From an optimization exercise on the open Yosys and OpenROAD flow, aimed at small area, a short achievable clock period and few clock cycles; shortcuts taken in it are not production practice.
The RTL was checked by simulation tests, not by an equivalence proof against the original design.
Power is estimated from default activity; no workload was simulated.

[flow/run.sh]
#!/bin/bash
# synth_recipe.tcl (not shown) runs the flow's synth.tcl, then flattens the netlist and writes it again
# the make line also repeats each setting of config.mk as NAME=value (left out here)
make -C /OpenROAD-flow-scripts/flow DESIGN_CONFIG=/design/flow/config.mk WORK_HOME=/design/flow/orfs CLKGATE_MAP_FILE= SYNTH_SCRIPT=/design/flow/synth_recipe.tcl finish
[flow/config.mk]
export PLATFORM = sky130hd
export DESIGN_NAME = toy_lic_tce
export DESIGN_NICKNAME = toy_lic_tce
export VERILOG_FILES = /design/flow/design.v
export SDC_FILE = /design/flow/constraint.sdc
export NUM_CORES = 4
export LEC_CHECK = 0
export CAP_MARGIN = 20
export CORE_MARGIN = 2
export CORE_UTILIZATION = 40
export SLEW_MARGIN = 20
[flow/constraint.sdc]
create_clock -name core_clock -period 60.0 [get_ports {clk}]
set_input_delay 12.0000 -clock core_clock [delete_from_list [all_inputs] [get_ports {clk}]]
set_output_delay 12.0000 -clock core_clock [all_outputs]
set_load 0.01 [all_outputs]
[flow/design.v]
module toy_lic_tce (
    input  wire        clk,
    input  wire        rst,           
    input  wire        lic_ready,     
    input  wire        cmd_valid,
    output wire        cmd_ready,
    input  wire [31:0] cmd_word,
    input  wire [31:0] cmd_arg,
    output reg         done,
    output reg  [3:0]  status,
    output reg  [31:0] res,
    output reg         fault,
    output reg  [1:0]  cal_state,
    output wire        bus_req,
    output wire        bus_we,
    output wire [1:0]  bus_space,
    output wire [15:0] bus_addr,
    output wire [31:0] bus_wdata,
    input  wire        bus_ack,
    input  wire [31:0] bus_rdata
);
    localparam [1:0] SP_MMIO = 2'd0, SP_PORT = 2'd1, SP_LOG = 2'd2;
    localparam [15:0] OFF_LVT  = 16'h0320;
    localparam [15:0] OFF_TICR = 16'h0380;
    localparam [15:0] OFF_TCCR = 16'h0390;
    localparam [15:0] OFF_TDCR = 16'h03E0;
    localparam [15:0] PORT_CH2    = 16'h0042;
    localparam [15:0] PORT_CMD    = 16'h0043;
    localparam [15:0] PORT_SYSCTL = 16'h0061;
    localparam [7:0]  TIMER_VECTOR = 8'h30;
    localparam [7:0]  CAL_VECTOR   = 8'h31;
    localparam [3:0] ST_OK = 4'd0, ST_ILLEGAL = 4'd1, ST_NOT_READY = 4'd2,
                     ST_UNCAL = 4'd3, ST_SEQ = 4'd4, ST_CAL_FAILED = 4'd5,
                     ST_RANGE = 4'd6;
    localparam [1:0] UNCAL = 2'd0, CAL_OK = 2'd1, CAL_FAILED = 2'd2;
    localparam [4:0]
        S_IDLE      = 5'd0,
        S_C_LVT     = 5'd1,
        S_C_TDCR    = 5'd2,
        S_C_TICR    = 5'd3,
        S_C_RDSC    = 5'd4,
        S_C_WRSC    = 5'd5,
        S_C_MODE    = 5'd6,
        S_C_CNTLO   = 5'd7,
        S_C_CNTHI   = 5'd8,
        S_C_POLL    = 5'd9,
        S_C_RDCUR   = 5'd10,
        S_C_STOP    = 5'd11,
        S_C_RDSC2   = 5'd12,
        S_C_WRSC2   = 5'd13,
        S_C_LOG     = 5'd14,
        S_T_STOP    = 5'd15,
        S_T_SEL     = 5'd16,
        S_T_TDCR    = 5'd17,
        S_T_LVT     = 5'd18,
        S_T_TICR    = 5'd19,
        S_T_LOG     = 5'd20,
        S_P_STOP    = 5'd21;
    reg [4:0]  state;
    reg [31:0] interval;
    reg        periodic;
    reg [31:0] ticks;        
    reg [7:0]  sysctl;       
    reg [63:0] raw_ticks;
    assign cmd_ready = (state == S_IDLE);
    wire is_cal   = (cmd_word == 32'h9000_0000);
    wire is_start = (cmd_word[31:1] == 31'h5000_0000);    
    wire is_stop  = (cmd_word == 32'hB000_0000);
    wire legal    = is_cal | is_start | is_stop;
    reg [3:0] refuse_code;
    always @(*) begin
        if (!legal)                            refuse_code = ST_ILLEGAL;
        else if (!lic_ready)                   refuse_code = ST_NOT_READY;
        else if (is_cal && cal_state != UNCAL) refuse_code = ST_SEQ;
        else if (is_start && cal_state != CAL_OK) refuse_code = ST_UNCAL;
        else                                   refuse_code = ST_OK;
    end
    wire [63:0] product = {32'd0, interval} * {32'd0, ticks};
    wire [63:0] raw_next = product / 64'd1000;
    reg [2:0]  div_sel;
    reg [31:0] count;
    reg        out_of_range;
    integer k;
    always @(*) begin
        out_of_range = (raw_ticks[63:39] != 25'd0);
        div_sel = 3'd0;
        for (k = 1; k <= 7; k = k + 1)
            if (raw_ticks[31 + k]) div_sel = k[2:0];
        case (div_sel)
            3'd0: count = raw_ticks[31:0];
            3'd1: count = raw_ticks[32:1];
            3'd2: count = raw_ticks[33:2];
            3'd3: count = raw_ticks[34:3];
            3'd4: count = raw_ticks[35:4];
            3'd5: count = raw_ticks[36:5];
            3'd6: count = raw_ticks[37:6];
            default: count = raw_ticks[38:7];
        endcase
        if (count == 32'd0) count = 32'd1;
    end
    reg [3:0] div_enc;
    always @(*) begin
        case (div_sel)
            3'd0: div_enc = 4'hB;
            3'd1: div_enc = 4'h0;
            3'd2: div_enc = 4'h1;
            3'd3: div_enc = 4'h2;
            3'd4: div_enc = 4'h3;
            3'd5: div_enc = 4'h8;
            3'd6: div_enc = 4'h9;
            default: div_enc = 4'hA;
        endcase
    end
    reg        b_req, b_we;
    reg [1:0]  b_space;
    reg [15:0] b_addr;
    reg [31:0] b_wdata;
    always @(*) begin
        b_req = 1'b1; b_we = 1'b1; b_space = SP_MMIO; b_addr = 16'd0; b_wdata = 32'd0;
        case (state)
            S_C_LVT:   begin b_addr = OFF_LVT;  b_wdata = {24'd0, CAL_VECTOR}; end
            S_C_TDCR:  begin b_addr = OFF_TDCR; b_wdata = 32'h0000_000B; end
            S_C_TICR:  begin b_addr = OFF_TICR; b_wdata = 32'hFFFF_FFFF; end
            S_C_RDSC:  begin b_space = SP_PORT; b_we = 1'b0; b_addr = PORT_SYSCTL; end
            S_C_WRSC:  begin b_space = SP_PORT; b_addr = PORT_SYSCTL;
                             b_wdata = {24'd0, (sysctl & 8'hFD) | 8'h01}; end
            S_C_MODE:  begin b_space = SP_PORT; b_addr = PORT_CMD; b_wdata = 32'h0000_00B0; end
            S_C_CNTLO: begin b_space = SP_PORT; b_addr = PORT_CH2; b_wdata = 32'h0000_009C; end
            S_C_CNTHI: begin b_space = SP_PORT; b_addr = PORT_CH2; b_wdata = 32'h0000_002E; end
            S_C_POLL:  begin b_space = SP_PORT; b_we = 1'b0; b_addr = PORT_SYSCTL; end
            S_C_RDCUR: begin b_we = 1'b0; b_addr = OFF_TCCR; end
            S_C_STOP:  begin b_addr = OFF_TICR; b_wdata = 32'd0; end
            S_C_RDSC2: begin b_space = SP_PORT; b_we = 1'b0; b_addr = PORT_SYSCTL; end
            S_C_WRSC2: begin b_space = SP_PORT; b_addr = PORT_SYSCTL;
                             b_wdata = {24'd0, sysctl & 8'hFE}; end
            S_C_LOG:   begin b_space = SP_LOG; b_addr = 16'd1; b_wdata = 32'd0; end
            S_T_STOP:  begin b_addr = OFF_TICR; b_wdata = 32'd0; end
            S_T_TDCR:  begin b_addr = OFF_TDCR; b_wdata = {28'd0, div_enc}; end
            S_T_LVT:   begin b_addr = OFF_LVT;
                             b_wdata = {14'd0, periodic, 9'd0, TIMER_VECTOR}; end
            S_T_TICR:  begin b_addr = OFF_TICR; b_wdata = count; end
            S_T_LOG:   begin b_space = SP_LOG; b_addr = 16'd2; b_wdata = interval; end
            S_P_STOP:  begin b_addr = OFF_TICR; b_wdata = 32'd0; end
            default:   begin b_req = 1'b0; b_we = 1'b0; end
        endcase
    end
    assign bus_req   = b_req;
    assign bus_we    = b_we;
    assign bus_space = b_space;
    assign bus_addr  = b_addr;
    assign bus_wdata = b_wdata;
    always @(posedge clk) begin
        if (rst) begin
            state     <= S_IDLE;
            done      <= 1'b0;
            status    <= ST_OK;
            res       <= 32'd0;
            fault     <= 1'b0;
            cal_state <= UNCAL;
            ticks     <= 32'd0;
            interval  <= 32'd0;
            periodic  <= 1'b0;
            sysctl    <= 8'd0;
            raw_ticks <= 64'd0;
        end else begin
            done <= 1'b0;
            case (state)
                S_IDLE: begin
                    if (cmd_valid) begin
                        if (refuse_code != ST_OK) begin
                            status <= refuse_code;
                            fault  <= 1'b1;
                            done   <= 1'b1;
                        end else if (is_cal) begin
                            state <= S_C_LVT;
                        end else if (is_start) begin
                            interval <= cmd_arg;
                            periodic <= cmd_word[0];
                            state    <= S_T_STOP;
                        end else begin
                            state <= S_P_STOP;
                        end
                    end
                end
                S_C_LVT:   if (bus_ack) state <= S_C_TDCR;
                S_C_TDCR:  if (bus_ack) state <= S_C_TICR;
                S_C_TICR:  if (bus_ack) state <= S_C_RDSC;
                S_C_RDSC:  if (bus_ack) begin sysctl <= bus_rdata[7:0]; state <= S_C_WRSC; end
                S_C_WRSC:  if (bus_ack) state <= S_C_MODE;
                S_C_MODE:  if (bus_ack) state <= S_C_CNTLO;
                S_C_CNTLO: if (bus_ack) state <= S_C_CNTHI;
                S_C_CNTHI: if (bus_ack) state <= S_C_POLL;
                S_C_POLL:  if (bus_ack && bus_rdata[5]) state <= S_C_RDCUR;
                S_C_RDCUR: if (bus_ack) begin ticks <= 32'hFFFF_FFFF - bus_rdata; state <= S_C_STOP; end
                S_C_STOP:  if (bus_ack) state <= S_C_RDSC2;
                S_C_RDSC2: if (bus_ack) begin sysctl <= bus_rdata[7:0]; state <= S_C_WRSC2; end
                S_C_WRSC2: if (bus_ack) begin
                    if (ticks == 32'd0) begin
                        cal_state <= CAL_FAILED;
                        state     <= S_C_LOG;
                    end else begin
                        cal_state <= CAL_OK;
                        res       <= ticks;
                        status    <= ST_OK;
                        done      <= 1'b1;
                        state     <= S_IDLE;
                    end
                end
                S_C_LOG: if (bus_ack) begin
                    status <= ST_CAL_FAILED;
                    done   <= 1'b1;
                    state  <= S_IDLE;
                end
                S_T_STOP: begin
                    raw_ticks <= raw_next;
                    if (bus_ack) state <= S_T_SEL;
                end
                S_T_SEL:  state <= out_of_range ? S_T_LOG : S_T_TDCR;
                S_T_TDCR: if (bus_ack) state <= S_T_LVT;
                S_T_LVT:  if (bus_ack) state <= S_T_TICR;
                S_T_TICR: if (bus_ack) begin
                    status <= ST_OK;
                    done   <= 1'b1;
                    state  <= S_IDLE;
                end
                S_T_LOG: if (bus_ack) begin
                    status <= ST_RANGE;
                    done   <= 1'b1;
                    state  <= S_IDLE;
                end
                S_P_STOP: if (bus_ack) begin
                    status <= ST_OK;
                    done   <= 1'b1;
                    state  <= S_IDLE;
                end
                default: state <= S_IDLE;
            endcase
        end
    end
endmodule
==> flow_metrics.env <==
export IMPL_cts_post_setup_buffers_inserted=0
export IMPL_io_pin_count=194
export IMPL_cts_htree_levels=4
export IMPL_global_route_overflow_total=0
export IMPL_required_ns=60.41
export IMPL_timing_setup_tns_ns=0
export IMPL_slowest_delay_ns=0.87
export IMPL_run_status="finished clean"
export IMPL_clkSinkCount=171
export IMPL_timing_critical_path_mode_cell="sky130_fd_sc_hd__fa_1"
export IMPL_total_leakage_power_nw=29.4
export IMPL_drv_cap=0
export IMPL_vias_in_the_first_global_route=58994
export IMPL_yosys_cell_types_count=207
export IMPL_max_slew_margin_pct=17.4
export IMPL_ys_warn_count=1
export IMPL_final_nets=9048
export IMPL_start_util_pct=40.3
export IMPL_clock_insertion_delay_worst_skew_ns=0.59
export IMPL_layout_worst_path_cycle_share_pct=89.6
export IMPL_dp_final_hpwl_mm=175
export IMPL_grt_use_total_pct=28.2
export IMPL_vdd_ir_drop_max_uv=27.3
export IMPL_arrival_ns=54.16
export IMPL_layout_area_overhead_vs_synth_pct=5.19
export IMPL_synth_enable_flop_cells=0
export IMPL_routedWlPerCell_um=23.4
export IMPL_detailed_route_via_count=59209
export IMPL_fin_cells=9872
export IMPL_max_clock_path_buffers=2
export IMPL_detail_route_drc_violations=0
export IMPL_cp_slowest_cell="sky130_fd_sc_hd__a311oi_2"
export IMPL_drtIter0Drc=5438
export IMPL_synth_seq_area_share_pct=5.36
export IMPL_min_delay_path_class="reg2reg"
export IMPL_placeableCoreArea_um2=159000
export IMPL_avgViaCountPerCell=6.00
export IMPL_place_gp_congestion=0.974
export IMPL_placed_cells_incl_taps=9837
export IMPL_full_die_area_um2=163000
export IMPL_postCtsResizedCells=0
export IMPL_power_density_nw_per_um2=5.59
export IMPL_fmaxAchievable_mhz=18.6
export IMPL_synth_area_leaders="sky130_fd_sc_hd__fa_1 28%, sky130_fd_sc_hd__nand2_1 6.1%, sky130_fd_sc_hd__inv_1 5.5%, sky130_fd_sc_hd__dfxtp_1 5.4%, sky130_fd_sc_hd__ha_1 5.2%"
export IMPL_total_power_uw=376
export IMPL_tightest_pin_transition_ns=1.23
export IMPL_route_antenna_remaining_nets=0
export IMPL_timing_critical_path_from="interval[18]"
export IMPL_multiInputGateArea_um2=54200
export IMPL_postLayoutCoreUtil_pct=42.4
export IMPL_finClkSkew_ns=0.0330
export IMPL_number_of_port_buffers=184
export IMPL_synth_seq_cells=171
export IMPL_regToRegStartpoint="interval[18]"
export IMPL_fp_row_count=146
export IMPL_detailedRoute_firstPassIterationCount=6
export IMPL_maxSlewViolCount=0
export IMPL_syn_area_um2=63900
export IMPL_syn_avg_cell_area_um2=8.05
export IMPL_grt_antenna_before_repair=2
export IMPL_drive_above_1_share_pct=8.72
export IMPL_critical_path_endpoint_type="flip-flop"
export IMPL_synth_top_cell_area_share_pct=28.1
export IMPL_minimum_period_implied_by_the_final_worst_setup_slack_ns=53.75
export IMPL_synth_largest_area_cell="sky130_fd_sc_hd__fa_1"
export IMPL_chipWidth_um=404
export IMPL_worst_hold_startpoint="res[12]"
export IMPL_path_clk_slew_ns=0.09
export IMPL_worstSetupStartpointType="flip-flop"
export IMPL_hold_viol_final=0
export IMPL_rsz_0062_raised_after_global_routing="false"
export IMPL_post_synth_top_count_cell="sky130_fd_sc_hd__nand2_1"
export IMPL_synthFlopType="sky130_fd_sc_hd__dfxtp_1"
export IMPL_floorplan_die_height_um=404
export IMPL_seq_area_um2=3430
export IMPL_maximum_number_of_pins_on_one_net_before_global_route_repair=71
export IMPL_synth_top_cells_by_count="1044 x sky130_fd_sc_hd__nand2_1, 942 x sky130_fd_sc_hd__inv_1, 896 x sky130_fd_sc_hd__fa_1, 558 x sky130_fd_sc_hd__nor2_1, 532 x sky130_fd_sc_hd__and2_1"
export IMPL_first_pass_grt_wire_length_mm=359
export IMPL_path_max_fanout=32
export IMPL_cts_hold_fix_buffers=0
export IMPL_route_final_wire_length_mm=231
export IMPL_setup_viol_count_final=0
export IMPL_synth_async_reset_ratio_pct=0
export IMPL_timing_worst_setup_path_type="reg2reg"
export IMPL_root_buffer="sky130_fd_sc_hd__clkbuf_16"
export IMPL_number_of_inserted_filler_cells_in_the_final_layout=16065
export IMPL_postSynthCellCount=7940
export IMPL_cts_inserted_buffers=17
export IMPL_tritoncts="yes"
-- logic make-up after synthesis --
logic type,synth area share (%)
AND/OR/NAND/NOR,23.2
AO/OA/AOI/OAI,21.2
buffers and inverters,10.0
adder cells (fa/ha/maj),33.4
XOR/XNOR,4.00
flip-flops,5.36
multiplexers,2.83
other,0.00587
-- final timing paths --
check	slack, ns	cells past startpoint	endpoint
worst max-delay path	6.25	150	raw_ticks[0]
worst min-delay path	0.46	2	res[12]
worst max register to register	6.25	150	raw_ticks[0]
worst min register to register	0.46	2	res[12]
-- state kept, by name, indices dropped and copies added (netlist names) --
signal and cells:
periodic 1, sysctl 7, interval 32, status 3
cal_state 2, ticks 32, raw_ticks 55, done 1
state 5, fault 1, res 32
-- routing by layer --
layer	global-route usage [%]	up-vias	wire, um
met5	0.476	-	110
met2	44.8	2535	105000
met3	5.71	388	19000
met4	8.04	2	6670
li1	-	26621	-
met1	38.6	29663	99600
-- power breakdown --
| group | switching [mW] | leakage, nW | internal, mW |
|---|---|---|---|
| clock | 0.0690 | 0.287 | 0.0565 |
| combinational | 0.0839 | 27.7 | 0.0445 |
| sequential | 0.00489 | 1.38 | 0.117 |
| total | 0.158 | 29.4 | 0.218 |
-- cell usage in the layout, fill, tap and decap left out, drive strengths merged, types with 50 or more instances in the layout --
master,n
buf,132
and2,558
nand2,1065
fa,896
ha,267
o211ai,65
nand4,96
nand3,154
a21oi,446
nor3,169
o21a,50
clkdlybuf4s50,183
nor2,580
mux2i,135
a21o,54
xor2,72
dfxtp,171
a31oi,83
inv,950
o21ai,275
xnor2,193
a211oi,127
nor4,63
-- layout make-up --
type	instances	share of cell area, %
inverters	945	5.28
multi-input cells	6334	80.7
flip-flops and latches	171	5.10
repair buffers	315	4.21
clock inverters	14	0.223
well taps	2072	3.86
diodes	3	0.0112
clock buffers	18	0.653
-- through the flow --
step	setup slack (ns)	cell area, um2	hold WS (ns)
4_1_cts	6.96	67200	0.457
5_1_grt	2.80	67200	0.482
2_1_floorplan	16.93	63900	0.436
6_report	6.25	67200	0.455
3_3_place_gp	8.51	66600	0.443
3_5_place_dp	7.18	66600	0.446
-- worst max-delay path: cells and delay by family (launching register included) --
| kind | cells | cell delay [ns] |
|---|---|---|
| compound gates | 75 | 29.41 |
| simple gates | 41 | 11.11 |
| fa+ha+maj | 9 | 4.86 |
| mux | 13 | 4.75 |
| xor+xnor | 5 | 1.81 |
| buf+inv | 7 | 1.08 |
| flops | 1 | 0.38 |
Testbench counts, summed over its fixed seeds: cycles 28,492.

-- separate check: timing with driven ports --
Ports are ideal in the flow. The routed layout listed here was re-timed in OpenROAD. Step 1 (the two cells are an assumption about what drives the block):
set clk [get_ports {clk}]
set_driving_cell -lib_cell sky130_fd_sc_hd__clkbuf_16 $clk
set_driving_cell -lib_cell sky130_fd_sc_hd__buf_2 [delete_from_list [all_inputs] $clk]
Step 2 adds t to the input delays and takes it off the output delays; t is the mean of the earliest and latest rising clock arrival at the registers after step 1. Input paths then give back, and output paths get back, about the clock's delay inside the block. Three values: ideal ports, drivers, drivers and shift; two values: the first two.
t (ns): 0.649
setup slack, ns: 6.252 / 6.252 / 6.252
hold WS [ns]: 0.455 / 0.455 / 0.455
clock arrival spread, ns: 0.033 / 0.033
pins driven straight from the clock port: 1
After both steps setup and hold are still met in this run. For this run, drivers alone change the setup slack by 0.000 ns; drivers and shift together by 0.000 ns.
